Source: an optimization exercise on an open RTL-to-GDS flow (aim: small area and a short achievable clock period). Production flows keep margins and buffers that such runs may drop. Where RTL was checked, it was by simulation tests only, not by an equivalence proof against the original. No functional check of the RTL was part of runs 3 to 9.

**flow/constraint.sdc**
```tcl
create_clock -name core_clock -period 10.0 [get_ports {clk}]
set_input_delay 2.0000 -clock core_clock [delete_from_list [all_inputs] [get_ports {clk}]]
set_output_delay 2.0000 -clock core_clock [all_outputs]
set_load 0.01 [all_outputs]
```
**flow/run.sh**
```bash
#!/bin/bash
# synth_recipe.tcl (not shown) runs the flow's synth.tcl, then flattens the netlist and writes it again
# the make line also repeats each setting of config.mk as NAME=value (left out here)
make -C /OpenROAD-flow-scripts/flow DESIGN_CONFIG=/design/flow/config.mk WORK_HOME=/design/flow/orfs CLKGATE_MAP_FILE= SYNTH_SCRIPT=/design/flow/synth_recipe.tcl finish
```
**flow/config.mk**
```make
export PLATFORM = sky130hd
export DESIGN_NAME = kojisan_scale
export DESIGN_NICKNAME = kojisan_scale
export VERILOG_FILES = /design/flow/design.v
export SDC_FILE = /design/flow/constraint.sdc
export NUM_CORES = 4
export LEC_CHECK = 0
export CAP_MARGIN = 20
export CORE_MARGIN = 2
export CORE_UTILIZATION = 40
export SLEW_MARGIN = 20
```
**flow/design.v**
```verilog
module kojisan_scale (
    input  wire        clk,
    input  wire        rst,
    input  wire        in_valid,
    input  wire        in_sel,
    input  wire [15:0] in_raw,
    output reg         out_valid,
    output reg         out_sel,
    output wire [31:0] out_q
);
    wire [18:0] p5  = {1'b0, in_raw, 2'b00} + {3'b000, in_raw};
    wire [20:0] p25 = {p5, 2'b00} + {2'b00, p5};
    wire [23:0] n   = in_sel ? {1'b0, p25, 2'b00} : ({p25, 3'b000} - {3'b000, p25});
    reg  [23:0] n_r;
    always @(posedge clk) begin
        if (rst) out_valid <= 1'b0;
        else     out_valid <= in_valid;
        out_sel <= in_sel;
        n_r     <= n;
    end
    wire [56:0] w = {1'b0, n_r, 8'd0, n_r} + {17'd0, n_r, 16'd0}
                  + (out_sel ? 57'h000000001000000 : 57'h1d3000001000000);
    assign out_q = w[56:25];
endmodule
```
==> results of run 1 <==
[final cells by class]
cell class                 count  area (um^2)
sequential                    26          520
multi-input combinational    496         3540
fill                        1061         5330
inverter                      41          154
clock inverter                 1         30.0
timing repair buffer          54          538
clock buffer                   3         41.3
tap                          136          170
[kinds of logic (layout without fill, tap and decap cells)]
group	after synthesis	count (layout)	share of synthesized area (%)
DFF	26	26	12.2
and+or+nand+nor	183	183	20.2
buffers and inverters	50	99	4.44
adders and majority gates	65	65	19.4
AOI/OAI and AO/OA	171	171	27.0
xor gates and xnor gates	71	71	15.2
muxes	6	6	1.56
[layout by cell type (no fill, tap or decap), drive strengths merged, types with 2 or more instances in the layout]
master         synthesis  final
o311ai                 2      2
nor3                  15     15
nor2b                 12     12
o21bai                 5      5
a41oi                  3      3
xor2                  26     26
a31o                   2      2
mux2i                  4      4
o31a                   2      2
and2                   7      7
o211ai                 4      4
nor2                  52     52
clkdlybuf4s50          0     53
a211oi                 6      6
or3                    4      4
clkbuf                 8      3
or2                    5      5
a21o                  25     25
o21a                  12     12
ha                    62     62
a31oi                  8      8
nand2                 50     50
xnor2                 45     45
dfxtp                 26     26
mux2                   2      2
a311oi                 3      3
nor4                   2      2
a21oi                 52     52
o21ai                 32     32
o41ai                  2      2
nand3                 19     19
o31ai                  3      3
nand2b                 3      3
inv                   41     41
and3                   9      9
fa                     2      2
[routing by layer]
layer | routed length, um | global-route usage, %
met1 | 4650 | 22.5
met2 | 5030 | 33.3
met5 | 0 | 0
met3 | 295 | 0.790
met4 | 134 | 3.80
[worst max path at each step]
stage                          from  endpoint  cells after the start
after floorplan           in_raw[0]   n_r[23]                     28
after global placement    in_raw[0]   n_r[23]                     28
after detailed placement  in_raw[0]   n_r[23]                     29
after CTS                 in_raw[0]   n_r[23]                     29
after global routing      in_raw[0]   n_r[23]                     29
final                     in_raw[0]   n_r[23]                     29
[worst max-delay path: cells and delay by family]
family	cells	cell delay [ps]
buffers and inverters	3	740
adder cells (fa/ha/maj)	4	1350
AND/OR/NAND/NOR	5	540
AO/OA/AOI/OAI	12	2720
XOR/XNOR	2	380
multiplexers	3	600
[state kept, by name, indices dropped and copies added, names as in the netlist]
| signal | flops |
|---|---|
| n_r | 24 |
| out_sel | 1 |
| out_valid | 1 |
==> results.toml, run 1 <==
[drt]
postRouteAntennaNets = 0
drtIter0Drc = 166
drc_errors = 0
wire_per_inst_um = 13.4
drt-pass1-iter-count = 4
vias = 4090
wl_um = 10100
vias_per_cell = 5.40

[setup_path]
critPathMostFrequentCell = "a21oi_1"
slowest_stage = "clkdlybuf4s50_1"
startpoint_type = "input port"
crit_type = "in -> reg"
cp_data_required_time_ps = 10150
worst_setup_path_end_kind = "register"
cp_max_fo = 6
arrival_ps = 8340
critPathMaxStageDelay_ps = 590

[placed_design]
dpl.hpwl_um = 8770
place_congestion = 0.918
post-place-cells = 753
io_buffers = 53
placed_cell_area_um2 = 4920
pre_cts_ws_ps = 1600

[final_layout]
diodes = 0
finalInstanceArea_um2 = 5000
final_cells = 757
final_util_pct = 48.4
area_growth_pct = 17.5
drive_above_1_share_pct = 4.03
num-nets-final = 706

[sta]
final_max_slew_viol_count = 0
timing.final.crit_share_pct = 81.9
fin_crit_ps = 8190
hold_viol = 0
max_freq_mhz = 122
max_slew_margin_pct = 55.2
worst_pin_slew_ps = 663
rsz0062_at_grt = "no"
holdWs_ps = 2270
fin_setup_tns_ps = 0
setup_viol = 0
fin_ws_ps = 1810

[yosys]
synth_cell_types = 61
netlist_area_um2 = 4250
syn_avg_cell_area_um2 = 7.43
syn_inst = 572
yosysWarnings = 1
yosysSeqAreaShare_pct = 12.2
async_flop_share_pct = 0
syn_nets = 656
ys_seq_elements = 26
synth_common_cells = "ha_1, nor2_1, a21oi_1, nand2_1, xnor2_1"
synth.most_common_cell = "ha_1"
synthTopCellsByArea = "ha_1, dfxtp_1, xnor2_1, a21oi_1, xor2_1"
synth_edf_count = 0
synth_top_area_cell = "ha_1"
synth_flop_cell = "dfxtp_1"
synth_top_area_share_pct = 18.2

[die]
io_pins = 54
core-area_um2 = 10300
dieArea_um2 = 11500
fp-row-count = 37
die_h_um = 107
start_util_pct = 41.2
die_w_um = 107

[clocking]
clock_sinks = 26
cts.htree.levels = 1
cts-root-buf = "clkbuf_8"
clockBufferDepth = 2
clk_pin_slew_ps = 80
postCtsSetupBuffers = 0
postCtsHoldBufs = 0
cts_tree = "done"
ctsResizeCount = 0
numCtsBuffers = 3

[run_status]
status = "timing/DRC/antenna clean"

[min_path]
hold_depth = 2
holdCritStartpoint = "rst"
hold_path.class = "in -> reg"
hold_path_end = "out_valid"

[flow_run]
maxCapViolCount = 0

[global_routing]
grt_usage_pct = 17.9
grt_pass1_wl_um = 17400
antenna_found_initial = 0
first_global_vias = 3921
grt_overflow = 0
grt_start_max_net_pins = 35
==> inputs of run 2 (changes only) <==
--- a/flow/config.mk
+++ b/flow/config.mk
@@ -5,6 +5,7 @@
 export SDC_FILE = /design/flow/constraint.sdc
 export NUM_CORES = 4
 export LEC_CHECK = 0
+export ABC_CLOCK_PERIOD_IN_PS = 3000
 export CAP_MARGIN = 20
 export CORE_MARGIN = 2
 export CORE_UTILIZATION = 40
==> run 2 against run 1 <==
Still clean on timing, DRC and antenna. Core utilization unchanged. Critical path depth unchanged. Via count unchanged. Routed wire length unchanged. Sequential share of layout area unchanged.
==> results.toml, run 2 <==
[yosys]
syn_avg_cell_area_um2 = 7.43
synth_top_area_share_pct = 18.2
synthSimpleGateAreaFrac_pct = 20.2
async_flop_share_pct = 0
synth_top_family_by_area = "compound AO/OA/AOI/OAI gates"
synth_compound_area_share_pct = 27.0
netlist_area_um2 = 4250
synth_cell_types = 61
synth_flop_cell = "dfxtp_1"
synthAdderAreaFrac_pct = 19.4
synthTopCellsByArea = "ha_1, dfxtp_1, xnor2_1, a21oi_1, xor2_1"
synth.most_common_cell = "ha_1"
syn_nets = 656
synth_edf_count = 0
synth_top_area_cell = "ha_1"
ys_seq_elements = 26
synthXorXnorAreaFrac_pct = 15.2
yosysWarnings = 1
syn_inst = 572
synth_common_cells = "ha_1, nor2_1, a21oi_1, nand2_1, xnor2_1"
synthMuxAreaShare_pct = 1.56
yosysSeqAreaShare_pct = 12.2

[final_layout]
nFillCells = 1061
num-nets-final = 706
drive_above_1_share_pct = 4.03
largest_reg_flops = 24
final_cells = 757
final_common_cell = "ha_1"
reg_top3 = "n_r (24), out_sel (1), out_valid (1)"
final_cell_mix = "ha_1, clkdlybuf4s50_1, nor2_1"
top_register = "n_r"
diodes = 0
final_util_pct = 48.4
area_growth_pct = 17.5

[setup_path]
startpoint = "in_raw[0]"
cp_max_fo = 6
worst_setup_path_end_kind = "register"
cp_data_required_time_ps = 10150
critPathCapture = "n_r[23]"
critPathMaxStageDelay_ps = 590
startpoint_type = "input port"
slowest_stage = "clkdlybuf4s50_1"
crit_type = "in -> reg"
arrival_ps = 8340
critPathMostFrequentCell = "a21oi_1"

[drt]
wl_met3_um = 295
wl_um = 10100
drt-pass1-iter-count = 4
drc_errors = 0
drtIter0Drc = 166
m1WireLength_um = 4650
vias = 4090
vias_per_cell = 5.40
dr_wl_met2_um = 5030
routed.top_layer = "met4"
postRouteAntennaNets = 0
wire_per_inst_um = 13.4

[global_routing]
first_global_vias = 3921
grt_overflow = 0
grt_usage_pct = 17.9
grt_start_max_net_pins = 35
antenna_found_initial = 0
grt_pass1_wl_um = 17400

[sta]
timing.final.crit_share_pct = 81.9
hold_viol = 0
rsz0062_at_grt = "no"
max_slew_margin_pct = 55.2
final_max_slew_viol_count = 0
worst_pin_slew_ps = 663
fin_setup_tns_ps = 0
fin_crit_ps = 8190
setup_viol = 0
max_freq_mhz = 122
holdWs_ps = 2270

[clocking]
numCtsBuffers = 3
postCtsSetupBuffers = 0
ctsResizeCount = 0
clock_sinks = 26
cts.htree.levels = 1
cts-root-buf = "clkbuf_8"
clk_pin_slew_ps = 80
cts_tree = "done"
postCtsHoldBufs = 0
clockBufferDepth = 2

[die]
start_util_pct = 41.2
fp-row-count = 37
die_w_um = 107
core-area_um2 = 10300
io_pins = 54
dieArea_um2 = 11500
die_h_um = 107

[placed_design]
place_congestion = 0.918
post-place-cells = 753
dpl.hpwl_um = 8770
io_buffers = 53

[run_status]
status = "timing/DRC/antenna clean"

[min_path]
hold_path.class = "in -> reg"

[flow_run]
maxCapViolCount = 0
run 2: cell counts after synthesis:
No cell type changed its count.
run 2: how the worst min path moves through the flow:
| stage | slack (ps) | end | start | cells past startpoint |
|---|---|---|---|---|
| 2_1_floorplan | 2030 | out_sel | in_sel | 0 |
| 4_1_cts | 2260 | out_valid | rst | 2 |
| 3_5_place_dp | 2540 | out_valid | rst | 2 |
| 5_1_grt | 2280 | out_valid | rst | 2 |
| 3_3_place_gp | 2530 | out_valid | rst | 2 |
| 6_report | 2270 | out_valid | rst | 2 |
run 2: cells by family (layout without fill, tap and decap cells):
group / after synthesis / in the layout
XOR/XNOR: 71 / 71
buffers and inverters: 50 / 99
AND/OR/NAND/NOR: 183 / 183
multiplexers: 6 / 6
flip-flops: 26 / 26
AO/OA/AOI/OAI: 171 / 171
adder cells (fa/ha/maj): 65 / 65
run 2: critical path, delay by kind of cell:
family / cells / cell delay [ps]
buffers and inverters: 3 / 740
adders and majority gates: 4 / 1350
muxes: 3 / 600
AOI/OAI and AO/OA: 12 / 2720
and+or+nand+nor: 5 / 540
xor gates and xnor gates: 2 / 380
run 2: metrics by stage:
stage / setup WS [ps] / instance area [um^2]
floorplan: 2870 / 4250
global placement: 1730 / 4920
detailed placement: 1600 / 4920
CTS: 1860 / 5000
global route: 977 / 5000
finish: 1810 / 5000
run 2: cell type report:
type | instances | area [um^2] | area share, %
clock buffers | 3 | 41.3 | 0.826
clock inverters | 1 | 30.0 | 0.601
inverters | 41 | 154 | 3.08
multi-input cells | 496 | 3540 | 70.9
flip-flops and latches | 26 | 520 | 10.4
well taps | 136 | 170 | 3.41
repair buffers | 54 | 538 | 10.8
run 2: per-layer routing:
| metal | global-route usage (%) | up-vias |
|---|---|---|
| met3 | 0.790 | 12 |
| met4 | 3.80 | 0 |
| met1 | 22.5 | 1854 |
| met5 | 0 | - |
| met2 | 33.3 | 78 |
| li1 | - | 2146 |
==> inputs of run 3 (changes only) <==
==> flow/design.v (replaced) <==
module kojisan_scale (
    input  wire        clk,
    input  wire        rst,
    input  wire        in_valid,
    input  wire        in_sel,
    input  wire [15:0] in_raw,
    output reg         out_valid,
    output reg         out_sel,
    output wire [31:0] out_q
);
    reg [15:0] raw_r;
    always @(posedge clk) begin
        if (rst) out_valid <= 1'b0;
        else     out_valid <= in_valid;
        out_sel <= in_sel;
        raw_r   <= in_raw;
    end
    wire [18:0] p5  = {1'b0, raw_r, 2'b00} + {3'b000, raw_r};
    wire [20:0] p25 = {p5, 2'b00} + {2'b00, p5};
    wire [23:0] n   = out_sel ? {1'b0, p25, 2'b00} : ({p25, 3'b000} - {3'b000, p25});
    wire [56:0] w = {1'b0, n, 8'd0, n} + {17'd0, n, 16'd0}
                  + (out_sel ? 57'h000000001000000 : 57'h1d3000001000000);
    assign out_q = w[56:25];
endmodule
--- a/flow/config.mk
+++ b/flow/config.mk
@@ -5,7 +5,6 @@
 export SDC_FILE = /design/flow/constraint.sdc
 export NUM_CORES = 4
 export LEC_CHECK = 0
-export ABC_CLOCK_PERIOD_IN_PS = 3000
 export CAP_MARGIN = 20
 export CORE_MARGIN = 2
 export CORE_UTILIZATION = 40
==> run 3 against run 2 <==
Routed wire length is 35% higher. Still clean on timing, DRC and antenna. Worst hold slack worse by 76 ps. Design area is 32% higher.
==> results.toml, run 3 <==
[sta]
fin_crit_ps = 9600
max_freq_mhz = 104
rsz0062_at_grt = "yes"
timing.final.crit_share_pct = 96.0
fin_setup_tns_ps = 0
max_slew_margin_pct = 42.6
worst_pin_slew_ps = 854
final_max_slew_viol_count = 0
holdWs_ps = 2190
hold_viol = 0
setup_viol = 0

[global_routing]
use_met3_pct = 1.48
grt.busiest_layer = "met2"
antenna_found_initial = 0
grt_overflow = 0
use_met1_pct = 25.1
met2_usage_pct = 38.4
grt_pass1_wl_um = 21600
grt_usage_pct = 20.4
grt_start_max_net_pins = 24
first_global_vias = 4818

[yosys]
synth_top_area_share_pct = 17.3
yosysWarnings = 1
syn_nets = 695
async_flop_share_pct = 0
yosysSeqAreaShare_pct = 7.90
synth_common_cells = "ha_1, a21oi_1, inv_1"
synth_flop_cell = "dfxtp_1"
netlist_area_um2 = 4560
synth.most_common_cell = "ha_1"
syn_inst = 610
syn_avg_cell_area_um2 = 7.48
ys_seq_elements = 18
synthTopCellsByArea = "ha_1, xnor2_1, dfxtp_1, a21oi_1, a21o_1"
synth_edf_count = 0
synth_top_area_cell = "ha_1"
synth_cell_types = 84

[drt]
postRouteAntennaNets = 0
drtIter0Drc = 149
wl_um = 13700
vias_per_cell = 5.47
drt-pass1-iter-count = 4
vias = 5023
wire_per_inst_um = 14.9
drc_errors = 0

[final_layout]
final_cell_mix = "buf_4, ha_1, inv_1"
final_common_cell = "buf_4"
finalInstanceArea_um2 = 6590
final_cells = 918
drive_above_1_share_pct = 29.6
final_util_pct = 60.0
num-nets-final = 864
diodes = 0
largest_reg_flops = 16
top_register = "raw_r"
nFillCells = 1032
reg_top3 = "raw_r (16), out_sel (1), out_valid (1)"
area_growth_pct = 44.5

[clocking]
cts.htree.levels = 1
cts-root-buf = "clkbuf_16"
clockBufferDepth = 2
numCtsBuffers = 3
cts_tree = "done"
postCtsHoldBufs = 0
clk_pin_slew_ps = 50
clock_sinks = 18

[placed_design]
dpl.hpwl_um = 11200
io_buffers = 53
post-place-cells = 899
place_congestion = 0.975
placed_cell_area_um2 = 6040

[die]
die_w_um = 111
dieArea_um2 = 12300
fp-row-count = 38
die_h_um = 111
core-area_um2 = 11000
io_pins = 54
start_util_pct = 41.5

[setup_path]
worst_setup_path_end_kind = "output pin"
startpoint_type = "register"
cp_data_required_time_ps = 8000
arrival_ps = 7600
crit_type = "reg -> out"
critPathMostFrequentCell = "buf_4"
slowest_stage = "or4_4"
cp_max_fo = 5
critPathMaxStageDelay_ps = 490

[flow_run]
maxCapViolCount = 0

[run_status]
status = "timing/DRC/antenna clean"

[min_path]
hold_path.class = "in -> reg"
==> run 3: cell types whose count changed in the layout (fill, tap and decap cells not counted), moves of 8 or more <==
cell and change:
a21oi_2 +9, buf_4 +124, nand2_1 -15, ha_4 +8
clkdlybuf4s50_1 -26, nor2_1 -12, inv_1 +8, o21a_1 -9
o21ai_1 +12, xor2_1 -8, ha_1 -9, dlymetal6s2s_1 +17
dfxtp_1 -10
==> run 3: what timing repair did <==
| item | CTS | global route |
|---|---|---|
| setup buffers | 3 | 12 |
| setup endpoints to repair | 32 | 32 |
| resized for setup | 27 | 86 |
| pin swaps | 10 | 33 |
==> run 3: worst max-delay path, delay by kind of cell, from the launching register on <==
family / cells / cell delay (ps)
XOR/XNOR: 1 / 150
adder cells (fa/ha/maj): 5 / 1480
AND/OR/NAND/NOR: 9 / 1450
buffers and inverters: 10 / 1190
flip-flops: 1 / 330
AO/OA/AOI/OAI: 17 / 2740
==> run 3: per-stage QoR <==
stage               setup slack (ps)
finish                           399
global route                   -71.3
CTS                             4.29
detailed placement              -235
global placement               -54.5
floorplan                       66.4
==> run 3: cell families (layout without fill, tap and decap cells) <==
logic type / Yosys count / count (layout) / synth area share, %
compound gates: 206 / 206 / 32.1
xor+xnor: 63 / 63 / 12.7
fa+ha+maj: 65 / 65 / 18.2
buf+inv: 68 / 236 / 5.62
flops: 18 / 18 / 7.90
mux: 9 / 9 / 2.39
simple gates: 181 / 181 / 21.1
==> run 3: cell type report <==
class                      count  area, um^2  area share [%]
clock buffer                   4        88.8            1.35
sequential                    18         363            5.51
tap                          140         175            2.66
multi-input combinational    524        4270            64.8
inverter                      53         199            3.02
timing repair buffer         179        1500            22.7
==> run 3: final timing paths <==
path | startpoint | slack [ps] | cells after the start | end
setup / recovery | raw_r[2] | 400 | 42 | out_q[30]
hold / removal | in_raw[2] | 2190 | 1 | raw_r[2]
==> run 3: metal layers <==
metal,part of all wire (%),up-vias
li1,-,2567
met1,44,2323
met2,51,117
met3,3.2,16
met4,1.8,0
met5,0,-
==> inputs of run 4 (changes only) <==
==> flow/design.v (replaced) <==
module kojisan_scale (
    input  wire        clk,
    input  wire        rst,
    input  wire        in_valid,
    input  wire        in_sel,
    input  wire [15:0] in_raw,
    output reg         out_valid,
    output reg         out_sel,
    output wire [31:0] out_q
);
    wire [18:0] p5  = {1'b0, in_raw, 2'b00} + {3'b000, in_raw};
    wire [20:0] p25 = {p5, 2'b00} + {2'b00, p5};
    reg  [20:0] p_r;
    always @(posedge clk) begin
        if (rst) out_valid <= 1'b0;
        else     out_valid <= in_valid;
        out_sel <= in_sel;
        p_r     <= p25;
    end
    wire [23:0] n = out_sel ? {1'b0, p_r, 2'b00} : ({p_r, 3'b000} - {3'b000, p_r});
    wire [56:0] w = {1'b0, n, 8'd0, n} + {17'd0, n, 16'd0}
                  + (out_sel ? 57'h000000001000000 : 57'h1d3000001000000);
    assign out_q = w[56:25];
endmodule
==> run 4 against run 3 <==
Still clean on timing, DRC and antenna. Via count shrank 16%. Non-clock buffer count shrank 124. Sequential cell count grew 5. First-iteration DRC count grew 120%. Worst setup slack gained 1700 ps. Synthesized cell count shrank 7.2%. Core utilization shrank 12 points. Fmax grew 22%. Critical path depth shrank 19.
==> results.toml, run 4 <==
[die]
fp-row-count = 37
die_h_um = 108
io_pins = 54
dieArea_um2 = 11600
start_util_pct = 41.4
core-area_um2 = 10400
die_w_um = 108

[setup_path]
path_delay_family = "compound AO/OA/AOI/OAI gates"
worst_setup_path_end_kind = "output pin"
startpoint_type = "register"
cp_data_required_time_ps = 8000
arrival_ps = 5870
critPathMostFrequentCell = "a21oi_1"
cp_cell_sequence = "inv_1 -> ha_1 -> o21ai_1 -> a221oi_1 -> a21oi_1 -> nand3_1 -> a21oi_1 -> o21bai_1 -> a21oi_1 -> o21a_1 -> xnor2_1 -> o21ai_0 -> ha_1 -> and3_1 -> nand2_1 -> o21bai_1 -> nor2_1 -> nand4b_2 -> o311ai_4 -> a41o_1 -> and2_4 -> xor2_2 -> clkdlybuf4s50_1"
critPathMaxStageDelay_ps = 600
cp_max_fo = 7
crit_buf_inv = 2
slowest_stage = "a221oi_1"
crit_type = "reg -> out"

[drt]
wire_per_inst_um = 13.6
wl_um = 10200
drc_errors = 0
vias_per_cell = 5.61
postRouteAntennaNets = 0
vias = 4196
drt-pass1-iter-count = 5
drtIter0Drc = 322

[yosys]
syn_avg_cell_area_um2 = 7.62
synthXorXnorAreaFrac_pct = 14.0
synth_edf_count = 0
synth_common_cells = "ha_1, a21oi_1, nor2_1, xnor2_1, nand2_1"
yosysWarnings = 1
synthSimpleGateAreaFrac_pct = 21.9
synth_top_family_by_area = "compound AO/OA/AOI/OAI gates"
synthAdderAreaFrac_pct = 18.9
synthMuxAreaShare_pct = 0.725
synth_top_area_cell = "ha_1"
synth.most_common_cell = "ha_1"
synth_cell_types = 70
yosysSeqAreaShare_pct = 10.7
syn_nets = 650
async_flop_share_pct = 0
synthTopCellsByArea = "ha_1, dfxtp_1, xnor2_1, a21oi_1, xor2_1"
synth_compound_area_share_pct = 29.5
syn_inst = 566
netlist_area_um2 = 4320
synth_top_area_share_pct = 18.0
synth_flop_cell = "dfxtp_1"
ys_seq_elements = 23

[clocking]
numCtsBuffers = 3
clockBufferDepth = 2
postCtsSetupBuffers = 0
cts_tree = "done"
ctsResizeCount = 0
cts-root-buf = "clkbuf_8"
postCtsHoldBufs = 0
clk_pin_slew_ps = 70
clock_sinks = 23
cts.htree.levels = 1

[global_routing]
grt_pass1_wl_um = 17000
first_global_vias = 3850
antenna_found_initial = 0
grt_start_max_net_pins = 37
grt_usage_pct = 17.6
grt_overflow = 0

[sta]
fin_crit_ps = 7870
hold_viol = 0
timing.final.crit_share_pct = 78.7
fin_ws_ps = 2130
max_slew_margin_pct = 58.4
rsz0062_at_grt = "no"
worst_pin_slew_ps = 625
final_max_slew_viol_count = 0
fin_setup_tns_ps = 0
setup_viol = 0
max_freq_mhz = 127

[final_layout]
regArea_um2 = 460
nFillCells = 1047
reg_top3 = "p_r (21), out_sel (1), out_valid (1)"
num-nets-final = 697
multiInputGateArea_um2 = 3670
final_common_cell = "ha_1"
area_growth_pct = 16.4
largest_reg_flops = 21
top_register = "p_r"
drive_above_1_share_pct = 5.72
final_util_pct = 48.2
final_cell_mix = "ha_1, clkdlybuf4s50_1, a21oi_1"
diodes = 0

[run_status]
status = "timing/DRC/antenna clean"

[min_path]
hold_path.class = "in -> reg"

[placed_design]
io_buffers = 53
dpl.hpwl_um = 8740
pre_cts_ws_ps = 2450
place_congestion = 0.955

[flow_run]
maxCapViolCount = 0
[run 4: cell families after synthesis]
group           Yosys count
mux                       3
flops                    23
buf+inv                  48
xor+xnor                 68
simple gates            180
fa+ha+maj                64
compound gates          180
[run 4: worst paths after layout]
kind              startpoint         to  slack (ps)  cells past startpoint
hold / removal        in_sel    out_sel        2180                      1
setup / recovery      p_r[4]  out_q[29]        2130                     23
[run 4: cell type report]
class,instances,area share (%)
clock buffers,4,0.897
flip-flops and latches,23,9.17
inverters,35,2.62
repair buffers,55,10.9
well taps,136,3.39
multi-input cells,495,73.1
[run 4: routing by layer]
metal / up-vias / global-route usage (%) / part of all wire (%)
met1: 1910 / 22.7 / 47
met5: - / 0 / 0
met4: 0 / 5.49 / 2.5
met3: 14 / 0.787 / 4.6
met2: 107 / 31.3 / 46
li1: 2165 / - / -
[run 4: per-stage QoR]
| step | instances | hold slack, ps | area (um^2) |
|---|---|---|---|
| floorplan | 566 | 2030 | 4320 |
| global placement | 744 | 2450 | 4980 |
| detailed placement | 744 | 2460 | 4980 |
| CTS | 748 | 2180 | 5020 |
| global route | 748 | 2180 | 5020 |
| finish | 748 | 2180 | 5020 |
==> inputs of run 5 (changes only) <==
==> flow/design.v (replaced) <==
module kojisan_scale (
    input  wire        clk,
    input  wire        rst,
    input  wire        in_valid,
    input  wire        in_sel,
    input  wire [15:0] in_raw,
    output reg         out_valid,
    output reg         out_sel,
    output wire [31:0] out_q
);
    wire [18:0] p5  = {1'b0, in_raw, 2'b00} + {3'b000, in_raw};
    wire [20:0] p25 = {p5, 2'b00} + {2'b00, p5};
    wire [23:0] n0  = in_sel ? {1'b0, p25, 2'b00} : ({p25, 3'b000} - {3'b000, p25});
    reg  [23:0] n;
    always @(posedge clk) begin
        if (rst) out_valid <= 1'b0;
        else     out_valid <= in_valid;
        out_sel <= in_sel;
        n       <= n0;
    end
    wire [9:0]  cs  = {2'b00, n[23:16]} + {1'b0, n[8:0]};
    wire        c25 = |cs[9:8];
    wire [31:0] q0  = {1'b0, n, 7'd0} + {17'd0, n[23:9]} + {31'd0, c25};
    assign out_q = {q0[31:23] + (out_sel ? 9'd0 : 9'h1D3), q0[22:0]};
endmodule
==> run 5 against run 4 <==
Fmax grew 3.0%. Routed wire length shrank 2.3%. Design area grew 1.7%. Clock-buffer cell count is the same. Global-route usage shrank 0.17 points. Sequential share of layout area grew 1.0 points. Core utilization shrank 0.68 points. Synthesized cell count grew 0.53%. First-iteration DRC count shrank 51%. Still clean on timing, DRC and antenna. Via count shrank 3.3%.
==> results.toml, run 5 <==
[placed_design]
place_congestion = 0.876
dpl.hpwl_um = 8610
post-place-cells = 753
io_buffers = 53

[die]
start_util_pct = 40.8
die_w_um = 109
dieArea_um2 = 11800
fp-row-count = 38
die_h_um = 109
core-area_um2 = 10700
io_pins = 54

[setup_path]
critPathMaxStageDelay_ps = 560
startpoint_type = "register"
crit_type = "reg -> out"
path_delay_family = "simple AND/OR/NAND/NOR gates"
critPathCapture = "out_q[31]"
slowest_stage = "clkdlybuf4s50_1"
worst_setup_path_end_kind = "output pin"
cp_max_fo = 7
cp_data_required_time_ps = 8000
cp_cell_sequence = "ha_1 -> a21o_1 -> a21o_1 -> a21oi_1 -> o21ai_0 -> or2_2 -> ha_1 -> ha_1 -> a31oi_1 -> nor3_1 -> nor4_1 -> nor3_1 -> and3_1 -> xor2_1 -> inv_1 -> fa_1 -> inv_1 -> a21oi_1 -> o21bai_1 -> a21oi_1 -> xnor2_1 -> clkdlybuf4s50_1"
arrival_ps = 5640
cp.depth = 22
startpoint = "n[21]"
crit_buf_inv = 3

[final_layout]
area_growth_pct = 16.6
top_register = "n"
final_cells = 757
diodes = 0
reg_top3 = "n (24), out_sel (1), out_valid (1)"
drive_above_1_share_pct = 4.05
nFillCells = 1095
largest_reg_flops = 24
final_common_cell = "ha_1"
final_util_pct = 47.5
final_cell_mix = "ha_1, xnor2_1, clkdlybuf4s50_1"
num-nets-final = 705

[global_routing]
use_met3_pct = 0.598
grt_usage_pct = 17.4
grt_overflow = 0
use_met1_pct = 21.1
grt_start_max_net_pins = 39
grt.busiest_layer = "met2"
first_global_vias = 3981
grt_pass1_wl_um = 17300
antenna_found_initial = 0
met2_usage_pct = 34.0

[drt]
drtIter0Drc = 157
wire_per_inst_um = 13.2
wl_um = 9960
vias = 4059
postRouteAntennaNets = 0
drt-pass1-iter-count = 4
drc_errors = 0
vias_per_cell = 5.36

[flow_run]
maxCapViolCount = 0

[yosys]
synth.most_common_cell = "ha_1"
synthMuxAreaShare_pct = 0.800
synth_common_cells = "ha_1, xnor2_1, nor2_1"
synth_top_area_cell = "ha_1"
synthXorXnorAreaFrac_pct = 17.6
synthTopCellsByArea = "ha_1, xnor2_1, dfxtp_1, a21oi_1, xor2_1"
netlist_area_um2 = 4380
synthSimpleGateAreaFrac_pct = 20.1
synth_cell_types = 70
syn_nets = 656
synth_edf_count = 0
synth_flop_cell = "dfxtp_1"
syn_inst = 569
synth_top_area_share_pct = 18.3
yosysSeqAreaShare_pct = 11.9
synth_top_family_by_area = "compound AO/OA/AOI/OAI gates"
yosysWarnings = 1
synthAdderAreaFrac_pct = 19.9
ys_seq_elements = 26
syn_avg_cell_area_um2 = 7.70
synth_compound_area_share_pct = 24.8
async_flop_share_pct = 0

[clocking]
cts-root-buf = "clkbuf_8"
clock_sinks = 26
cts_tree = "done"
postCtsSetupBuffers = 0
cts.htree.levels = 1
clk_pin_slew_ps = 80
numCtsBuffers = 3
ctsResizeCount = 0
postCtsHoldBufs = 0
clockBufferDepth = 2

[sta]
fin_setup_tns_ps = 0
max_slew_margin_pct = 56.1
hold_viol = 0
max_freq_mhz = 131
timing.final.crit_share_pct = 76.4
setup_viol = 0
final_max_slew_viol_count = 0
rsz0062_at_grt = "no"
fin_crit_ps = 7640
worst_pin_slew_ps = 653

[min_path]
hold_path.class = "in -> reg"

[run_status]
status = "timing/DRC/antenna clean"
[run 5: layout make-up]
| type | instances | area, um^2 | share of cell area (%) |
|---|---|---|---|
| well taps | 140 | 175 | 3.43 |
| repair buffers | 54 | 538 | 10.5 |
| inverters | 47 | 176 | 3.45 |
| flip-flops and latches | 26 | 520 | 10.2 |
| multi-input cells | 486 | 3640 | 71.3 |
| clock buffers | 4 | 55.1 | 1.08 |
[run 5: kinds of logic after synthesis]
| family | count (synthesis) |
|---|---|
| simple gates | 175 |
| compound gates | 153 |
| xor+xnor | 87 |
| fa+ha+maj | 68 |
| buf+inv | 57 |
| flops | 26 |
| mux | 3 |
[run 5: how the worst min path moves through the flow]
stage	startpoint	end	cells after the start
after floorplan	in_sel	out_sel	0
after global placement	rst	out_valid	2
after detailed placement	rst	out_valid	2
after CTS	rst	out_valid	2
after global routing	rst	out_valid	2
final	rst	out_valid	2
[run 5: metal layers]
metal	wire [um]	up-vias	share of wire [%]
met5	0	-	0
li1	-	2142	-
met3	303	5	3.0
met2	4970	73	50
met1	4610	1839	46
met4	74	0	0.74
[run 5: per-stage QoR]
step	instance area, um^2	hold slack, ps	setup WS [ps]
after global placement	5050	2530	2270
final	5110	2280	2360
after global routing	5110	2280	1790
after detailed placement	5050	2550	2100
after CTS	5110	2270	2290
after floorplan	4380	2030	3240
==> inputs of run 6 (changes only) <==
==> flow/design.v (replaced) <==
module kojisan_scale (
    input  wire        clk,
    input  wire        rst,
    input  wire        in_valid,
    input  wire        in_sel,
    input  wire [15:0] in_raw,
    output reg         out_valid,
    output reg         out_sel,
    output wire [31:0] out_q
);
    function automatic [31:0] radd(input [31:0] a, input [31:0] b, input cin);
        integer i;
        reg c;
        begin
            c = cin;
            for (i = 0; i < 32; i = i + 1) begin
                radd[i] = a[i] ^ b[i] ^ c;
                c = (a[i] & b[i]) | (c & (a[i] ^ b[i]));
            end
        end
    endfunction
    wire [31:0] r32 = {16'd0, in_raw};
    wire [31:0] p5  = radd(r32 << 2, r32, 1'b0);
    wire [31:0] p25 = radd(p5 << 2, p5, 1'b0);
    wire [31:0] n0  = in_sel ? (p25 << 2) : radd(p25 << 3, ~p25, 1'b1);
    reg  [23:0] n_r;
    always @(posedge clk) begin
        if (rst) out_valid <= 1'b0;
        else     out_valid <= in_valid;
        out_sel <= in_sel;
        n_r     <= n0[23:0];
    end
    wire [31:0] n = {8'd0, n_r};
    wire [31:0] cs  = radd({24'd0, n[23:16]}, {23'd0, n[8:0]}, 1'b0);
    wire        c25 = cs[8] | cs[9];
    wire [31:0] q0  = radd({n[24:0], 7'd0}, {17'd0, n[23:9]}, c25);
    assign out_q = out_sel ? q0 : radd(q0, 32'hE9800000, 1'b0);
endmodule
==> run 6 against run 5 <==
The layout now fails its checks (negative setup slack). Non-clock buffer count rose by 68. Sequential share of layout area rose by 1.1 points. Worst hold slack got worse by 190 ps. Core utilization rose by 17 points. Sequential cell count did not move. Worst setup slack got worse by 2900 ps. Fmax fell by 28%. Synthesized area fell by 32%. Via count fell by 49%. Die area fell by 31%. Routed wire length fell by 41%. Highest routed layer unchanged.
==> results.toml, run 6 <==
[run_status]
status = "finished with violations"
check-failures = "negative setup slack"

[global_routing]
grt.busiest_layer = "met2"
use_met3_pct = 1.09
grt_pass1_wl_um = 10300
antenna_found_initial = 0
grt_overflow = 0
use_met1_pct = 18.9
grt_start_max_net_pins = 30
met2_usage_pct = 29.3
grt_usage_pct = 15.6
first_global_vias = 2337

[drt]
drtIter0Drc = 49
drc_errors = 0
vias_per_cell = 4.38
wire_per_inst_um = 12.5
postRouteAntennaNets = 0
vias = 2071
drt-pass1-iter-count = 4
wl_um = 5900

[yosys]
ys_seq_elements = 26
yosysWarnings = 1
yosysSeqAreaShare_pct = 17.6
syn_nets = 375
synthTopCellsByArea = "fa_1, ha_1, dfxtp_1, inv_1, mux2i_1"
synth_cell_types = 22
synth_top_area_cell = "fa_1"
synth_common_cells = "inv_1, fa_1, ha_1"
syn_inst = 252
synth.most_common_cell = "inv_1"
synth_top_area_share_pct = 38.5
async_flop_share_pct = 0
synth_edf_count = 0
synth_flop_cell = "dfxtp_1"
netlist_area_um2 = 2960
syn_avg_cell_area_um2 = 11.7

[placed_design]
post-place-cells = 468
placed_cell_area_um2 = 4240
dpl.hpwl_um = 5210
pre_cts_ws_ps = -1570
place_congestion = 0.843
io_buffers = 53

[clocking]
cts.htree.levels = 1
clock_sinks = 26
postCtsHoldBufs = 0
cts-root-buf = "clkbuf_8"
numCtsBuffers = 3
cts_tree = "done"
clockBufferDepth = 2
clk_pin_slew_ps = 90

[sta]
setup_viol = 8
holdWs_ps = 2090
timing.final.crit_share_pct = 106
fin_crit_ps = 10560
fin_setup_tns_ps = -2950
rsz0062_at_grt = "yes"
final_max_slew_viol_count = 0
hold_viol = 0
max_slew_margin_pct = 63.5
max_freq_mhz = 94.7
fin_ws_ps = -559
worst_pin_slew_ps = 547

[die]
die_w_um = 90.0
die_h_um = 90.0
core-area_um2 = 7210
fp-row-count = 31
io_pins = 54
dieArea_um2 = 8110
start_util_pct = 41.0

[flow_run]
maxCapViolCount = 0

[final_layout]
top_register = "n_r"
final_cells = 473
final_common_cell = "buf_4"
final_cell_mix = "buf_4, inv_1, fa_2"
num-nets-final = 498
drive_above_1_share_pct = 51.3
final_util_pct = 64.7
largest_reg_flops = 24
diodes = 0
reg_top3 = "n_r (24), out_sel (1), out_valid (1)"
area_growth_pct = 57.8
finalInstanceArea_um2 = 4670

[setup_path]
arrival_ps = 10710
cp_data_required_time_ps = 10150
crit_type = "in -> reg"
worst_setup_path_end_kind = "register"
cp_max_fo = 2
startpoint_type = "input port"

[min_path]
hold_path.class = "in -> reg"
## run 6: final timing paths
path                      start  endpoint  slack [ps]  cells past startpoint
worst min-delay path  in_raw[1]    n_r[3]        2090                      4
worst max-delay path  in_raw[2]   n_r[21]        -560                     28
## run 6: final cells by class
| class | count | area [um^2] |
|---|---|---|
| Inverter | 64 | 245 |
| Tap cell | 99 | 124 |
| Fill cell | 577 | 2540 |
| Multi-Input combinational cell | 158 | 2670 |
| Sequential cell | 26 | 526 |
| Clock buffer | 3 | 41.3 |
| Clock inverter | 1 | 30.0 |
| Timing Repair Buffer | 122 | 1030 |
## run 6: logic make-up (layout without fill, tap and decap cells)
family	after synthesis	after routing	share of synthesized area, %
buffers and inverters	68	190	10.1
AND/OR/NAND/NOR	13	13	2.03
XOR/XNOR	6	6	1.78
flip-flops	26	26	17.6
AO/OA/AOI/OAI	13	13	2.62
adder cells (fa/ha/maj)	103	103	58.0
multiplexers	23	23	7.95
## run 6: critical path: stages
cell	delay [ps]
buf_8	80
ha_4	120
inv_2	30
fa_2	330
fa_2	450
fa_2	410
fa_2	370
fa_2	370
fa_2	370
fa_2	370
fa_2	370
fa_2	570
inv_2	50
fa_2	360
fa_2	400
fa_2	380
fa_2	410
fa_2	380
fa_2	400
fa_2	370
fa_2	370
fa_2	390
fa_2	350
fa_2	360
inv_2	70
fa_2	430
nor2_1	110
a21oi_1	50
## run 6: what timing repair did
item                                    4_1_cts  5_1_grt
setup buffers                                 1        0
resized for setup                           105       15
endpoints found under the setup margin       14       13
pin swaps                                    47        3
cloned                                        0        0
## run 6: per-layer routing
metal  wire (um)  up-vias
met4         119        0
met5           0        -
met3          93        7
met1        2560     1014
met2        3130       33
li1            -     1017
==> inputs of run 7 (changes only) <==
--- a/flow/config.mk
+++ b/flow/config.mk
@@ -5,6 +5,7 @@
 export SDC_FILE = /design/flow/constraint.sdc
 export NUM_CORES = 4
 export LEC_CHECK = 0
+export ABC_CLOCK_PERIOD_IN_PS = 3000
 export CAP_MARGIN = 20
 export CORE_MARGIN = 2
 export CORE_UTILIZATION = 40
==> run 7 against run 6 <==
Routed wire length is the same. Die area stayed put. Clock-buffer cell count is the same. Critical path type unchanged. Via count unchanged. Critical path depth did not move. First-iteration DRC count unchanged. Worst setup slack unchanged. Global-route usage unchanged. Still fails the layout checks on negative setup slack. Sequential cell count stayed put. Synthesized cell count did not move.
==> results.toml, run 7 <==
[sta]
fin_crit_ps = 10560
worst_pin_slew_ps = 547
setup_viol = 8
timing.final.crit_share_pct = 106
max_freq_mhz = 94.7
rsz0062_at_grt = "yes"
final_max_slew_viol_count = 0
max_slew_margin_pct = 63.5
hold_viol = 0
holdWs_ps = 2090
fin_ws_ps = -559

[die]
fp-row-count = 31
io_pins = 54
dieArea_um2 = 8110
start_util_pct = 41.0
die_w_um = 90.0
die_h_um = 90.0
core-area_um2 = 7210

[yosys]
synth_common_cells = "inv_1, fa_1, ha_1"
synthTopCellsByArea = "fa_1, ha_1, dfxtp_1, inv_1, mux2i_1"
synthMuxAreaShare_pct = 7.95
synthSimpleGateAreaFrac_pct = 2.03
synth_cell_types = 22
synth.most_common_cell = "inv_1"
yosysWarnings = 1
synth_edf_count = 0
yosysSeqAreaShare_pct = 17.6
synth_flop_cell = "dfxtp_1"
syn_inst = 252
synthXorXnorAreaFrac_pct = 1.78
synth_compound_area_share_pct = 2.62
syn_nets = 375
synth_top_area_cell = "fa_1"
syn_avg_cell_area_um2 = 11.7
synth_top_area_share_pct = 38.5
async_flop_share_pct = 0
synth_top_family_by_area = "adder cells"
ys_seq_elements = 26
synthAdderAreaFrac_pct = 58.0
netlist_area_um2 = 2960

[clocking]
clockBufferDepth = 2
postCtsHoldBufs = 0
clock_sinks = 26
numCtsBuffers = 3
cts.htree.levels = 1
cts_tree = "done"
cts-root-buf = "clkbuf_8"
clk_pin_slew_ps = 90

[min_path]
hold_path.class = "in -> reg"
holdCritStartpoint = "in_raw[1]"
hold_depth = 4
hold_path_end = "n_r[3]"

[placed_design]
place_congestion = 0.843
dpl.hpwl_um = 5210
pre_cts_ws_ps = -1570
io_buffers = 53

[run_status]
check-failures = "negative setup slack"
status = "finished with violations"

[final_layout]
final_util_pct = 64.7
multiInputGateArea_um2 = 2670
top_register = "n_r"
final_common_cell = "buf_4"
largest_reg_flops = 24
final_cell_mix = "buf_4, inv_1, fa_2"
num-nets-final = 498
diodes = 0
drive_above_1_share_pct = 51.3
area_growth_pct = 57.8
reg_top3 = "n_r (24), out_sel (1), out_valid (1)"
nFillCells = 577
regArea_um2 = 526

[setup_path]
worst_setup_path_end_kind = "register"
startpoint_type = "input port"
crit_type = "in -> reg"
cp_data_required_time_ps = 10150
arrival_ps = 10710
cp_max_fo = 2

[drt]
drt-pass1-iter-count = 4
wire_per_inst_um = 12.5
vias_per_cell = 4.38
drc_errors = 0
postRouteAntennaNets = 0
wl_met3_um = 93
routed.top_layer = "met4"
dr_wl_met2_um = 3130
drtIter0Drc = 49
vias = 2071
wl_um = 5900
m1WireLength_um = 2560

[flow_run]
maxCapViolCount = 0

[global_routing]
grt_overflow = 0
grt_start_max_net_pins = 30
first_global_vias = 2337
antenna_found_initial = 0
grt_usage_pct = 15.6
grt_pass1_wl_um = 10300
## run 7: per-stage QoR
stage	cell area, um^2	setup TNS [ps]	cells
3_3_place_gp	4240	-11030	468
2_1_floorplan	3130	-3190	252
4_1_cts	4630	-3530	473
6_report	4670	-2950	473
5_1_grt	4670	-5020	473
3_5_place_dp	4240	-12070	468
## run 7: cell type report
class,count,area share [%]
sequential,26,11.3
clock inverter,1,0.643
multi-input combinational,158,57.2
inverter,64,5.25
tap,99,2.65
timing repair buffer,122,22.1
clock buffer,3,0.884
## run 7: worst max-delay path by stage
stage | start | endpoint | slack, ps
after floorplan | in_raw[0] | n_r[23] | -860
final | in_raw[2] | n_r[21] | -560
after detailed placement | in_raw[0] | n_r[23] | -1570
after CTS | in_raw[2] | n_r[23] | -660
after global placement | in_raw[0] | n_r[23] | -1470
after global routing | in_raw[2] | n_r[23] | -840
## run 7: timing repair
action,in CTS,in global routing
pin swaps,47,3
hold endpoints to repair,0,0
gates resized for setup,105,15
setup buffers,1,0
endpoints found under the setup margin,14,13
## run 7: worst max-delay path: stages
cell     delay [ps]
buf_8            80
ha_4            120
inv_2            30
fa_2            330
fa_2            450
fa_2            410
fa_2            370
fa_2            370
fa_2            370
fa_2            370
fa_2            370
fa_2            570
inv_2            50
fa_2            360
fa_2            400
fa_2            380
fa_2            410
fa_2            380
fa_2            400
fa_2            370
fa_2            370
fa_2            390
fa_2            350
fa_2            360
inv_2            70
fa_2            430
nor2_1          110
a21oi_1          50
## run 7: logic make-up after synthesis
group           after synthesis
xor+xnor                      6
fa+ha+maj                   103
mux                          23
flops                        26
buf+inv                      68
compound gates               13
simple gates                 13
## run 7: per-layer routing
layer,up-vias,global-route usage [%]
met5,-,0
met3,7,1.09
met2,33,29.3
met4,0,5.00
li1,1017,-
met1,1014,18.9
==> inputs of run 8 (changes only) <==
==> flow/design.v (replaced) <==
module kojisan_scale (
    input  wire        clk,
    input  wire        rst,
    input  wire        in_valid,
    input  wire        in_sel,
    input  wire [15:0] in_raw,
    output reg         out_valid,
    output reg         out_sel,
    output reg  [31:0] out_q
);
    reg [15:0] r1; reg s1, v1;
    reg [23:0] n2; reg s2, v2;
    wire [18:0] p5  = {1'b0, r1, 2'b00} + {3'b000, r1};
    wire [20:0] p25 = {p5, 2'b00} + {2'b00, p5};
    wire [23:0] n = s1 ? {1'b0, p25, 2'b00} : ({p25, 3'b000} - {3'b000, p25});
    wire [56:0] w = {1'b0, n2, 8'd0, n2} + {17'd0, n2, 16'd0}
                  + (s2 ? 57'h000000001000000 : 57'h1d3000001000000);
    always @(posedge clk) begin
        if (rst) begin v1 <= 1'b0; v2 <= 1'b0; out_valid <= 1'b0; end
        else begin v1 <= in_valid; v2 <= v1; out_valid <= v2; end
        r1 <= in_raw; s1 <= in_sel;
        n2 <= n;      s2 <= s1;
        out_q <= w[56:25]; out_sel <= s2;
    end
endmodule
--- a/flow/config.mk
+++ b/flow/config.mk
@@ -5,7 +5,6 @@
 export SDC_FILE = /design/flow/constraint.sdc
 export NUM_CORES = 4
 export LEC_CHECK = 0
-export ABC_CLOCK_PERIOD_IN_PS = 3000
 export CAP_MARGIN = 20
 export CORE_MARGIN = 2
 export CORE_UTILIZATION = 40
==> run 8 against run 7 <==
The run now finishes clean. Die area up 85%. Critical endpoint is now n2[23]. Design area up 41%. Via count up 140%. Sequential cell count up 52. Worst setup slack better by 4100 ps. Core utilization down 17 points. Synthesized area up 89%. Clock-buffer cell count up 6. Non-clock buffer count down 68. Critical path type is now reg -> reg.
==> results.toml, run 8 <==
[final_layout]
drive_above_1_share_pct = 4.86
largest_reg_flops = 32
final_common_cell = "dfxtp_1"
top_register = "out_q"
nFillCells = 1386
final_cells = 921
area_growth_pct = 17.6
final_cell_mix = "dfxtp_1, ha_1, nor2_1"
multiInputGateArea_um2 = 3780
diodes = 0
regArea_um2 = 1560
reg_top3 = "out_q (32), n2 (24), r1 (16)"
num-nets-final = 820
final_util_pct = 47.8

[setup_path]
critPathMostFrequentCell = "a21oi_1"
critPathMaxStageDelay_ps = 440
startpoint_type = "register"
cp_data_required_time_ps = 10220
path_delay_family = "compound AO/OA/AOI/OAI gates"
arrival_ps = 6670
crit_buf_inv = 2
slowest_stage = "o21ai_0"
cp_max_fo = 6
worst_setup_path_end_kind = "register"
crit_type = "reg -> reg"

[yosys]
ys_seq_elements = 78
synth_cell_types = 62
synth_edf_count = 0
syn_inst = 692
syn_nets = 776
async_flop_share_pct = 0
synth_flop_cell = "dfxtp_1"
synthTopCellsByArea = "dfxtp_1, ha_1, xnor2_1, a21oi_1, nor2_1"
yosysSeqAreaShare_pct = 27.9
synth.most_common_cell = "dfxtp_1"
synth_top_area_share_pct = 27.9
synth_common_cells = "dfxtp_1, ha_1, nor2_1"
netlist_area_um2 = 5600
yosysWarnings = 1
syn_avg_cell_area_um2 = 8.09
synth_top_area_cell = "dfxtp_1"

[clocking]
clock_sinks = 78
ctsResizeCount = 0
clockBufferDepth = 2
cts_tree = "done"
numCtsBuffers = 9
insertion_delay_ps = 340
clk_pin_slew_ps = 60
postCtsSetupBuffers = 0
cts.htree.levels = 3
postCtsHoldBufs = 0
cts-root-buf = "clkbuf_16"

[sta]
fin_setup_tns_ps = 0
skew_ps = 10.0
fin_ws_ps = 3560
fin_crit_ps = 6440
rsz0062_at_grt = "no"
hold_viol = 0
final_max_slew_viol_count = 0
worst_pin_slew_ps = 989
setup_viol = 0
max_freq_mhz = 155
max_slew_margin_pct = 32.4
timing.final.crit_share_pct = 64.4

[placed_design]
place_congestion = 0.912
pre_cts_ws_ps = 3610
io_buffers = 53
post-place-cells = 905
dpl.hpwl_um = 10200

[die]
die_h_um = 122
die_w_um = 122
fp-row-count = 43
start_util_pct = 40.7
core-area_um2 = 13800
dieArea_um2 = 15000
io_pins = 54

[drt]
vias_per_cell = 5.29
drt-pass1-iter-count = 4
drtIter0Drc = 232
drc_errors = 0
vias = 4875
wire_per_inst_um = 13.8
postRouteAntennaNets = 0
wl_um = 12700

[global_routing]
grt_usage_pct = 17.8
grt_overflow = 0
first_global_vias = 4626
antenna_found_initial = 0
grt_start_max_net_pins = 39
grt_pass1_wl_um = 21400

[run_status]
status = "timing/DRC/antenna clean"

[flow_run]
maxCapViolCount = 0

[min_path]
hold_path.class = "reg -> reg"
-- run 8: logic make-up (layout without fill, tap and decap cells) --
group                      after synthesis  count (layout)  share of synthesized area, %
AOI/OAI and AO/OA                      195             195                          23.4
xor gates and xnor gates                58              58                          9.07
adders and majority gates               64              64                          14.6
buffers and inverters                   67             116                          4.58
DFF                                     78              78                          27.9
muxes                                    3               3                         0.625
and+or+nand+nor                        227             227                          19.9
-- run 8: final timing paths --
path	from	end	depth (start not counted)	slack, ps
min reg2reg	s2	out_sel	0	350
min	s2	out_sel	0	350
max	r1[0]	n2[23]	27	3560
max reg2reg	r1[0]	n2[23]	27	3560
-- run 8: layout make-up --
class                           instances  share of cell area, %
Timing Repair Buffer                   54                   8.17
Tap cell                              180                   3.42
Multi-Input combinational cell        547                   57.4
Clock buffer                            9                   3.42
Inverter                               46                   2.62
Sequential cell                        78                   23.7
Clock inverter                          7                   1.22
-- run 8: stage by stage --
stage	hold slack [ps]	instance area, um^2
2_1_floorplan	329	5600
3_3_place_gp	338	6280
3_5_place_dp	335	6280
4_1_cts	349	6590
5_1_grt	377	6590
6_report	348	6590
-- run 8: worst reg2reg max path: cells and delay by family, from the launching register on --
| family | cells | cell delay, ps |
|---|---|---|
| compound gates | 10 | 2410 |
| fa+ha+maj | 4 | 1260 |
| simple gates | 7 | 1150 |
| mux | 2 | 540 |
| flops | 1 | 430 |
| xor+xnor | 2 | 390 |
| buf+inv | 2 | 150 |
-- run 8: metal layers --
layer / vias to the layer above / global-route usage, % / wire (um)
met5: - / 0 / 0
met4: 0 / 5.75 / 132
met3: 10 / 3.76 / 525
met2: 96 / 30.5 / 6050
met1: 2196 / 22.1 / 6010
li1: 2573 / - / -
==> inputs of run 9 (changes only) <==
==> flow/design.v (replaced) <==
module kojisan_scale (
    input  wire        clk,
    input  wire        rst,
    input  wire        in_valid,
    input  wire        in_sel,
    input  wire [15:0] in_raw,
    output reg         out_valid,
    output reg         out_sel,
    output reg  [31:0] out_q
);
    reg [15:0] r1; reg s1, v1;
    reg [20:0] p2; reg s2, v2;
    wire [18:0] p5  = {1'b0, r1, 2'b00} + {3'b000, r1};
    wire [20:0] p25 = {p5, 2'b00} + {2'b00, p5};
    wire [23:0] n = s2 ? {1'b0, p2, 2'b00} : ({p2, 3'b000} - {3'b000, p2});
    wire [56:0] w = {1'b0, n, 8'd0, n} + {17'd0, n, 16'd0}
                  + (s2 ? 57'h000000001000000 : 57'h1d3000001000000);
    always @(posedge clk) begin
        if (rst) begin v1 <= 1'b0; v2 <= 1'b0; out_valid <= 1'b0; end
        else begin v1 <= in_valid; v2 <= v1; out_valid <= v2; end
        r1 <= in_raw; s1 <= in_sel;
        p2 <= p25;    s2 <= s1;
        out_q <= w[56:25]; out_sel <= s2;
    end
endmodule
==> run 9 against run 8 <==
Die area down 0.67%. Sequential cell count down 3. First-iteration DRC count rose by 100%. Worst setup slack better by 700 ps. Via count is 2.7% higher. Core utilization increased by 0.21 points.
==> results.toml, run 9 <==
[sta]
hold_viol = 0
timing.final.crit_share_pct = 57.5
max_freq_mhz = 174
fin_ws_ps = 4250
max_slew_margin_pct = 46.3
fin_crit_ps = 5750
worst_pin_slew_ps = 785
fin_setup_tns_ps = 0
setup_viol = 0
skew_ps = 12.8
rsz0062_at_grt = "no"
final_max_slew_viol_count = 0

[global_routing]
grt_pass1_wl_um = 21700
grt.busiest_layer = "met2"
antenna_found_initial = 0
grt_usage_pct = 18.4
first_global_vias = 4626
use_met1_pct = 22.3
grt_start_max_net_pins = 45
grt_overflow = 0
met2_usage_pct = 31.5
use_met3_pct = 2.62

[final_layout]
diodes = 0
top_register = "out_q"
final_common_cell = "dfxtp_1"
drive_above_1_share_pct = 5.75
nFillCells = 1341
final_cell_mix = "dfxtp_1, ha_1, clkdlybuf4s50_1"
area_growth_pct = 18.5
largest_reg_flops = 32
num-nets-final = 792
reg_top3 = "out_q (32), p2 (21), r1 (16)"

[drt]
drtIter0Drc = 465
wl_um = 13300
wire_per_inst_um = 14.9
vias = 5008
drt-pass1-iter-count = 5
drc_errors = 0
vias_per_cell = 5.61
postRouteAntennaNets = 0

[placed_design]
pre_cts_ws_ps = 4320
place_congestion = 0.901
dpl.hpwl_um = 10600
io_buffers = 53

[yosys]
syn_nets = 743
netlist_area_um2 = 5560
ys_seq_elements = 75
synthTopCellsByArea = "dfxtp_1, ha_1, xnor2_1, a21oi_1, xor2_1"
synth_edf_count = 0
synth.most_common_cell = "dfxtp_1"
synth_cell_types = 77
async_flop_share_pct = 0
yosysWarnings = 1
synth_common_cells = "dfxtp_1, ha_1, a21oi_1"
yosysSeqAreaShare_pct = 27.0
synth_top_area_cell = "dfxtp_1"
synth_flop_cell = "dfxtp_1"
synth_top_area_share_pct = 27.0
syn_avg_cell_area_um2 = 8.44
syn_inst = 659

[flow_run]
maxCapViolCount = 0

[setup_path]
reg2reg_to = "out_q[6]"
arrival_ps = 5950
rrSetupSlack_ps = 4250
cp_max_fo = 8
reg2reg_depth = 19
r2r_start = "p2[5]"
cp_data_required_time_ps = 10200
startpoint_type = "register"
worst_setup_path_end_kind = "register"
startpoint = "p2[5]"
critPathCapture = "out_q[6]"
crit_type = "reg -> reg"

[clocking]
clk_pin_slew_ps = 50
insertion_delay_ps = 350
cts.htree.levels = 3
cts_tree = "done"
postCtsHoldBufs = 0
clock_sinks = 75
cts-root-buf = "clkbuf_16"
clockBufferDepth = 2
numCtsBuffers = 9
postCtsSetupBuffers = 0
ctsResizeCount = 0

[min_path]
hold_path.class = "reg -> reg"
hold_depth = 0

[die]
io_pins = 54
fp-row-count = 43
core-area_um2 = 13700
die_h_um = 122
die_w_um = 122
start_util_pct = 40.5
dieArea_um2 = 14900

[run_status]
status = "timing/DRC/antenna clean"
==> run 9: cell count changes after synthesis, moves of 4 or more <==
cell      previous run  this run
or3_1               10         2
or2_2                6         1
mux2_2               0         4
clkbuf_1            19        13
o21a_1              14         9
nor2_1              60        41
nand3_1             25        15
xor2_1              16        23
nor2b_1             15         8
xnor2_1             42        35
nand2_1             55        45
a211oi_1            12         8
nor3_1              10        24
==> run 9: worst min-delay path by stage <==
stage | startpoint | end
finish | s1 | s2
global route | s1 | s2
CTS | s1 | s2
detailed placement | s1 | s2
global placement | s1 | s2
floorplan | s1 | s2
==> run 9: routing by layer <==
| layer | vias to the layer above | share of wire (%) |
|---|---|---|
| met5 | - | 0 |
| met2 | 154 | 48 |
| met3 | 24 | 4.8 |
| met4 | 0 | 3.3 |
| met1 | 2320 | 44 |
| li1 | 2510 | - |
==> run 9: kinds of logic (layout without fill, tap and decap cells) <==
logic type / Yosys count / in the layout / synth area share (%)
AOI/OAI and AO/OA: 198 / 198 / 25.3
xor gates and xnor gates: 58 / 58 / 9.13
adders and majority gates: 64 / 64 / 14.7
DFF: 75 / 75 / 27.0
buffers and inverters: 62 / 116 / 4.41
muxes: 4 / 4 / 0.810
and+or+nand+nor: 198 / 198 / 18.7
==> run 9: area by class of cell <==
type                            count  area (um^2)  share of cell area [%]
Sequential cell                    75         1500                    22.8
Inverter                           44          165                    2.51
Clock inverter                      4         72.6                    1.10
Clock buffer                       12          256                    3.89
Multi-Input combinational cell    522         3810                    57.9
Tap cell                          180          225                    3.42
Timing Repair Buffer               56          553                    8.39
==> run 9: critical path, stage by stage (launching register included) <==
cell and delay, ps:
dfxtp_1 390, inv_1 70, ha_1 240, or3_4 370
o22a_4 270, and4_1 210, o41ai_1 490, a21oi_1 210
nor4_1 300, nor4_1 120, o31ai_1 590, ha_1 440
a21o_1 220, a21o_1 170, a21oi_1 180, o21ai_0 220
a21oi_1 410, nand2_1 280, and3_1 280, xor2_1 140
==> run 9: stage by stage <==
| step | utilization (%) | cell area, um^2 | std cells | hold WS [ps] |
|---|---|---|---|---|
| 5_1_grt | 48.0 | 6590 | 893 | 340 |
| 2_1_floorplan | - | 5560 | 659 | 310 |
| 4_1_cts | 48.0 | 6590 | 893 | 327 |
| 3_5_place_dp | 45.6 | 6260 | 877 | 314 |
| 6_report | 48.0 | 6590 | 893 | 324 |
| 3_3_place_gp | 45.6 | 6260 | 877 | 313 |

## static timing again, ports no longer ideal
No port has a modelled driver above. Below, the same layouts with a new extraction and two added sets of constraints.
Step 1 sets driving cells, clkbuf_16 on the clock port and buf_2 on the other inputs (assumed; they add their load-dependent delay and slew).
Step 2, shift: input delay + t, output delay - t, t = (earliest + latest rising clock arrival at the registers) / 2. This alone moves slack from input paths to output paths.
Slacks: no drivers / after step 1 / after step 2; pairs: no drivers / after step 1.
run	t (ns)	setup WS [ns]	hold slack, ns	cell pins on the clock port's net
run 1	0.285	1.813 / 1.814 / 1.529	2.266 / 2.264 / 2.549	1
run 2	0.285	1.813 / 1.814 / 1.529	2.266 / 2.264 / 2.549	1
run 3	0.276	0.399 / 0.367 / 0.643	2.189 / 2.182 / 2.458	1
run 4	0.290	2.129 / 2.100 / 2.390	2.177 / 2.169 / 2.459	1
run 5	0.286	2.356 / 2.330 / 2.098	2.276 / 2.276 / 2.562	1
run 6	0.296	-0.559 / -0.586 / -0.883	2.091 / 2.088 / 2.385	1
run 7	0.296	-0.559 / -0.586 / -0.883	2.091 / 2.088 / 2.385	1
run 8	0.376	3.556 / 3.556 / 3.556	0.348 / 0.348 / 0.348	1
run 9	0.389	4.254 / 4.254 / 4.254	0.324 / 0.324 / 0.324	1
